Source: an optimization exercise on an open RTL-to-GDS flow (aim: small area and a short achievable clock period). Production flows keep margins and buffers that such runs may drop. RTL that was checked went through simulation tests only; none was proved equivalent to the original. No activity file was given, so power comes from the tool's default toggle rates.

==> flow/design.v (excerpt) <==
module pocsag_rx (
    input  wire        clk,
    input  wire        rst,
    input  wire        in_valid,
    input  wire [15:0] in_sample,
    output wire        pre_found,
    output wire        sync_found,
    output wire        out_valid,
    output wire [3:0]  out_index,
    output wire [31:0] out_word,
    output wire        out_fail,
    output wire        out_addr
);
Settings: LEC_CHECK=0, CAP_MARGIN=20, CORE_MARGIN=2, CORE_UTILIZATION=40, CTS_BUF_LIST=sky130_fd_sc_hd__clkbuf_8, SLEW_MARGIN=20, SYNTH_HIERARCHICAL=1; clock period 12.0 ns.
standard.sh (not shown) runs the stock make flow with config.mk's settings and CLKGATE_MAP_FILE= SYNTH_SCRIPT=/design/flow/synth_recipe.tcl, a recipe that flattens the netlist after the stock synthesis.
==> flow/flow/run.sh <==
#!/bin/bash
# The standard layout (standard synthesis and the ORFS steps unchanged),
# with two differences:
# - the port buffers that buffer_ports inserts are sky130_fd_sc_hd__buf_4
#   instead of the cell it picks by default (clkdlybuf4s50_1, a delay
#   cell); every input and output port still gets its own buffer;
# - repair_timing works on every path with less than 8 ns of setup slack
#   (SETUP_SLACK_MARGIN), so it sizes up the gates on the critical paths.
#   The clock period and the constraints are the standard flow's own.
# make's output goes to standard.log; ORFS keeps each step's log under
# orfs/logs.
set -euo pipefail
export BUFFER_PORTS_ARGS="-buffer_cell sky130_fd_sc_hd__buf_4"
export SETUP_SLACK_MARGIN=8
bash standard.sh > standard.log 2>&1
Next try:
Settings changed: ABC_AREA set to 1.
The new run went through all stages and came out clean.
Power came out lower by 9.3%.
Routed wire length came out higher by 19%.
Sequential power barely changes.
Setup slack is better by 80 ps.
First-iteration DRC count came out higher by 48%.
Utilization came out lower by 1.1 points.
Non-clock buffer count came out lower by 20.
Cell area came out higher by 19%.
Sequential cell count does not change.
Global-route usage came out lower by 0.15 points.
Die area came out higher by 22%.
No run of this note included a check of the RTL's function; only the layout flow was run.


== JK ==
pocsag_rx, a different RTL version from the one above (not shown whole).
Size: ~2600 cells after synthesis, ~60 I/O pins, roughly 35000 um2 of cells after synthesis.
export LEC_CHECK = 0
export CAP_MARGIN = 20
export CORE_MARGIN = 2
export CORE_UTILIZATION = 40
export SLEW_MARGIN = 20
export SYNTH_HIERARCHICAL = 1
create_clock -name core_clock -period 12.0 [get_ports {clk}]
Scripts as last shown in full above: flow/flow/run.sh
> inputs changed (JK -> MS)
==> flow/flow/run.sh <==
#!/bin/bash
# The standard layout (standard synthesis and the ORFS steps unchanged),
# with one difference: the port buffers that buffer_ports inserts are
# sky130_fd_sc_hd__buf_4 instead of the cell it picks by default
# (clkdlybuf4s50_1, a delay cell). Every input and output port still gets
# its own buffer. make's output goes to standard.log; ORFS keeps each
# step's log under orfs/logs.
set -euo pipefail
export BUFFER_PORTS_ARGS="-buffer_cell sky130_fd_sc_hd__buf_4"
bash standard.sh > standard.log 2>&1
[summary]
- Compared MS vs JK, and global placer's final weighted congestion is down in MS.
- Looking at end point of the critical path, the sync_found result is from JK; the b_r one comes from MS.
- Note that the met2 routed wirelength recorded for MS amounts to 0.938 times the value seen in JK.
- Comparing critical path data required time for MS and JK, the smaller number came from MS.
- MS vs. JK: detailed route wirelength on metal3 increased 230 um; net count of the finished layout decreased 85; met1 track demand over resource in global routing essentially unchanged.
- MS: flow completed, timing, DRC and antenna clean
- The core outline area was comparable across MS and JK.


== build 24 ==
pocsag_rx, a different RTL version from the one above (not shown whole).
Size in the first run: about 2500 cells after synthesis, about 60 I/O pins, roughly 33000 um^2 of cells after synthesis.
export LEC_CHECK = 0
export CAP_MARGIN = 20
export CORE_MARGIN = 2
export CORE_UTILIZATION = 40
export CTS_BUF_LIST = sky130_fd_sc_hd__clkbuf_8
export SLEW_MARGIN = 20
export SYNTH_HIERARCHICAL = 1
create_clock -name core_clock -period 12.0 [get_ports {clk}]
==> flow/flow/run.sh <==
#!/bin/bash
# The standard layout (standard synthesis and the ORFS steps unchanged),
# with two differences:
# - the port buffers that buffer_ports inserts are sky130_fd_sc_hd__buf_4
#   instead of the cell it picks by default (clkdlybuf4s50_1, a delay
#   cell); every input and output port still gets its own buffer;
# - repair_timing works on every path with less than 7.6 ns of setup slack
#   (SETUP_SLACK_MARGIN), so it sizes up the gates on the critical paths.
#   The clock period and the constraints are the standard flow's own.
# make's output goes to standard.log; ORFS keeps each step's log under
# orfs/logs.
set -euo pipefail
export BUFFER_PORTS_ARGS="-buffer_cell sky130_fd_sc_hd__buf_4"
export SETUP_SLACK_MARGIN=7.6
bash standard.sh > standard.log 2>&1
Every stage of the flow completed for build 24, and the final layout passed the timing, DRC and antenna checks.
For build 13, these inputs were changed with respect to build 24:
diff --git a/flow/flow/run.sh b/flow/flow/run.sh
--- a/flow/flow/run.sh
+++ b/flow/flow/run.sh
@@ -6,3 +6,3 @@
 #   cell); every input and output port still gets its own buffer;
-# - repair_timing works on every path with less than 7.6 ns of setup slack
+# - repair_timing works on every path with less than 8 ns of setup slack
 #   (SETUP_SLACK_MARGIN), so it sizes up the gates on the critical paths.
@@ -13,3 +13,3 @@
 export BUFFER_PORTS_ARGS="-buffer_cell sky130_fd_sc_hd__buf_4"
-export SETUP_SLACK_MARGIN=7.6
+export SETUP_SLACK_MARGIN=8
 bash standard.sh > standard.log 2>&1
==> results.txt <==
Sequential fraction of total cell area: build 13 and build 24 compared, lower one is build 13. Number of cells after detailed placement of build 13 is on par with build 24. [compare] base=build 24 new=build 13: power dropped 31 uW, first-pass GRT wire length climbed 2.7%. Number of gates resized after CTS (lower): build 24. Build 13 ended up with xr[27]$_DFFE_PP_ as its critical path endpoint; build 24 ended up with sync_rn$_DFF_P_. The run showing the greater slack of the critical path is build 13.
Here is what was changed in the inputs of build 42 compared with build 13.
- an added PLACE_DENSITY of 0.75
diff --git a/flow/flow/run.sh b/flow/flow/run.sh
--- a/flow/flow/run.sh
+++ b/flow/flow/run.sh
@@ -6,3 +6,3 @@
 #   cell); every input and output port still gets its own buffer;
-# - repair_timing works on every path with less than 8 ns of setup slack
+# - repair_timing works on every path with less than 7.9 ns of setup slack
 #   (SETUP_SLACK_MARGIN), so it sizes up the gates on the critical paths.
@@ -13,3 +13,3 @@
 export BUFFER_PORTS_ARGS="-buffer_cell sky130_fd_sc_hd__buf_4"
-export SETUP_SLACK_MARGIN=8
+export SETUP_SLACK_MARGIN=7.9
 bash standard.sh > standard.log 2>&1
==> comparison <==
Build 42 and build 13 all finish clean. Post-route worst setup slack (higher): build 13. Final design area excluding fillers delta for build 42 relative to build 13: about 0.8% lower. Layout-stage area growth over the synthesis result | build 42 below build 13. Build 13 consumes more power than build 42. Taking build 13 as the reference, in build 42 leakage power went down; number of cells in the design after placement neither gained nor lost much; ratio of final minimum period to clock period shows an increase of 0.53 points. Cell area power density: build 42 < build 13.
Edits applied to the flow inputs when going from build 42 to build 48:
- CTS_BUF_LIST changed from sky130_fd_sc_hd__clkbuf_8 to sky130_fd_sc_hd__clkbuf_4 sky130_fd_sc_hd__clkbuf_8
diff --git a/flow/flow/run.sh b/flow/flow/run.sh
--- a/flow/flow/run.sh
+++ b/flow/flow/run.sh
@@ -6,3 +6,3 @@
 #   cell); every input and output port still gets its own buffer;
-# - repair_timing works on every path with less than 7.9 ns of setup slack
+# - repair_timing works on every path with less than 8 ns of setup slack
 #   (SETUP_SLACK_MARGIN), so it sizes up the gates on the critical paths.
@@ -13,3 +13,3 @@
 export BUFFER_PORTS_ARGS="-buffer_cell sky130_fd_sc_hd__buf_4"
-export SETUP_SLACK_MARGIN=7.9
+export SETUP_SLACK_MARGIN=8
 bash standard.sh > standard.log 2>&1
Results
Per the final summary, build 48 finished and its layout is clean on timing, DRC and antenna. [diff] sum of net half-perimeters after detailed placement, build 48 relative to build 42: improvement. Between build 42 and build 48, met2 usage in global routing is lower for build 42, build 48 comes in above that. Compared with build 42, build 48 shows a worst path arrival time that is 2.89 ns lower. Diff build 42 -> build 48: cell area did not really move, final critical-path share of the clock period went down, worst voltage drop across the vdd grid went up, total of plain and repair buffers excluding clock buffers went up. A library cell contributing the largest single delay on the critical path of edfxtp_1 is what build 48 shows, while nor4_2 belongs to build 42. Category of the most critical setup path: reg -> out -> build 48, reg -> reg -> build 42. Routed wire in build 48 totals less than in build 42.
> inputs changed (build 48 -> build 9)
- a deleted PLACE_DENSITY that had been 0.75
- a change of CTS_BUF_LIST from sky130_fd_sc_hd__clkbuf_4 sky130_fd_sc_hd__clkbuf_8 to sky130_fd_sc_hd__clkbuf_8
diff --git a/flow/flow/run.sh b/flow/flow/run.sh
--- a/flow/flow/run.sh
+++ b/flow/flow/run.sh
@@ -6,3 +6,3 @@
 #   cell); every input and output port still gets its own buffer;
-# - repair_timing works on every path with less than 8 ns of setup slack
+# - repair_timing works on every path with less than 8.3 ns of setup slack
 #   (SETUP_SLACK_MARGIN), so it sizes up the gates on the critical paths.
@@ -13,3 +13,3 @@
 export BUFFER_PORTS_ARGS="-buffer_cell sky130_fd_sc_hd__buf_4"
-export SETUP_SLACK_MARGIN=8
+export SETUP_SLACK_MARGIN=8.3
 bash standard.sh > standard.log 2>&1
## What came out
Between build 48 and build 9, the flow reports largest net degree at the start of global routing increasing by a few percent. Build 9 vs. build 48: register-to-register setup slack went up by 0.08 ns. Build 48 → build 9: wire length went up, clock tree skew after final layout went down, power went up. Looking at global routing met1 resource utilization, build 9 sits 2.9 points higher than build 48 does. Diff build 9 and build 48: sequential share of power higher in build 48. Summary of build 9 over build 48: layout overhead on the synthesized area now sits higher, final critical-path share of the clock period now sits lower, clock share of power now sits lower. Build 9 | stages: all done | timing, DRC, antenna: all pass.
### build 9 -> build 81
- PLACE_DENSITY: unset -> 0.75
diff --git a/flow/flow/run.sh b/flow/flow/run.sh
--- a/flow/flow/run.sh
+++ b/flow/flow/run.sh
@@ -6,3 +6,3 @@
 #   cell); every input and output port still gets its own buffer;
-# - repair_timing works on every path with less than 8.3 ns of setup slack
+# - repair_timing works on every path with less than 8 ns of setup slack
 #   (SETUP_SLACK_MARGIN), so it sizes up the gates on the critical paths.
@@ -13,3 +13,3 @@
 export BUFFER_PORTS_ARGS="-buffer_cell sky130_fd_sc_hd__buf_4"
-export SETUP_SLACK_MARGIN=8.3
+export SETUP_SLACK_MARGIN=8
 bash standard.sh > standard.log 2>&1
==> results.txt <==
In the flow results for build 81 and build 9, the final HPWL from detailed placement is larger on build 9.
Relative to build 9, cell depth of the worst setup path has decreased by 12 in build 81.
Delta(total power, build 81 - build 9) < 0
The global-route wire length before repair in build 81 was lower than what build 9 gave.
Taking build 9 as the reference, in build 81 longest individual stage delay on the worst path higher; filler-free cell count of the finished design lower.
In build 81 the time the final worst path needs with I/O delays and setup turned out 0.043 ns higher than in build 9.

==> separate check: timing with driven ports <==
The flow's constraints put no driver on any port. The routed layouts listed below were extracted and timed again, unchanged, in two steps.
Step 1 (the two cells are an assumption about what drives the block):
set clk [get_ports {clk}]
set_driving_cell -lib_cell sky130_fd_sc_hd__clkbuf_16 $clk
set_driving_cell -lib_cell sky130_fd_sc_hd__buf_2 [delete_from_list [all_inputs] $clk]
Step 2 times the ports against the registers' clock, not the clock port: input delays grow and output delays shrink by t, the midpoint of the rising clock arrivals with the driver on.
a / b / c = no drivers / after step 1 / after step 2; a / b = the first two.
run | t (ns) | slack for setup (ns) | worst hold slack (ns)
the first run of note 1 | 0.789 | 8.052 / 7.942 / 7.153 | 0.390 / 0.390 / 0.390
the second run of note 1 | 0.774 | 8.132 / 8.043 / 7.269 | 0.386 / 0.386 / 0.386
JK | 0.686 | 7.533 / 7.485 / 6.799 | 0.404 / 0.404 / 0.404
MS | 0.667 | 6.625 / 6.625 / 6.083 | 0.391 / 0.391 / 0.391
build 24 | 0.770 | 7.800 / 7.836 / 7.067 | 0.399 / 0.399 / 0.399
build 13 | 0.766 | 8.143 / 8.143 / 7.420 | 0.399 / 0.399 / 0.399
build 42 | 0.758 | 8.079 / 8.079 / 7.381 | 0.386 / 0.386 / 0.386
build 48 | 0.755 | 8.158 / 8.101 / 7.432 | 0.384 / 0.384 / 0.384
build 9 | 0.762 | 8.213 / 8.184 / 7.421 | 0.382 / 0.382 / 0.382
build 81 | 0.751 | 8.170 / 8.114 / 7.433 | 0.380 / 0.380 / 0.380
After both steps every run listed still meets setup and hold. For the first run of note 1, which loses most, drivers alone change the setup slack by -0.110 ns; drivers and shift together by -0.899 ns.
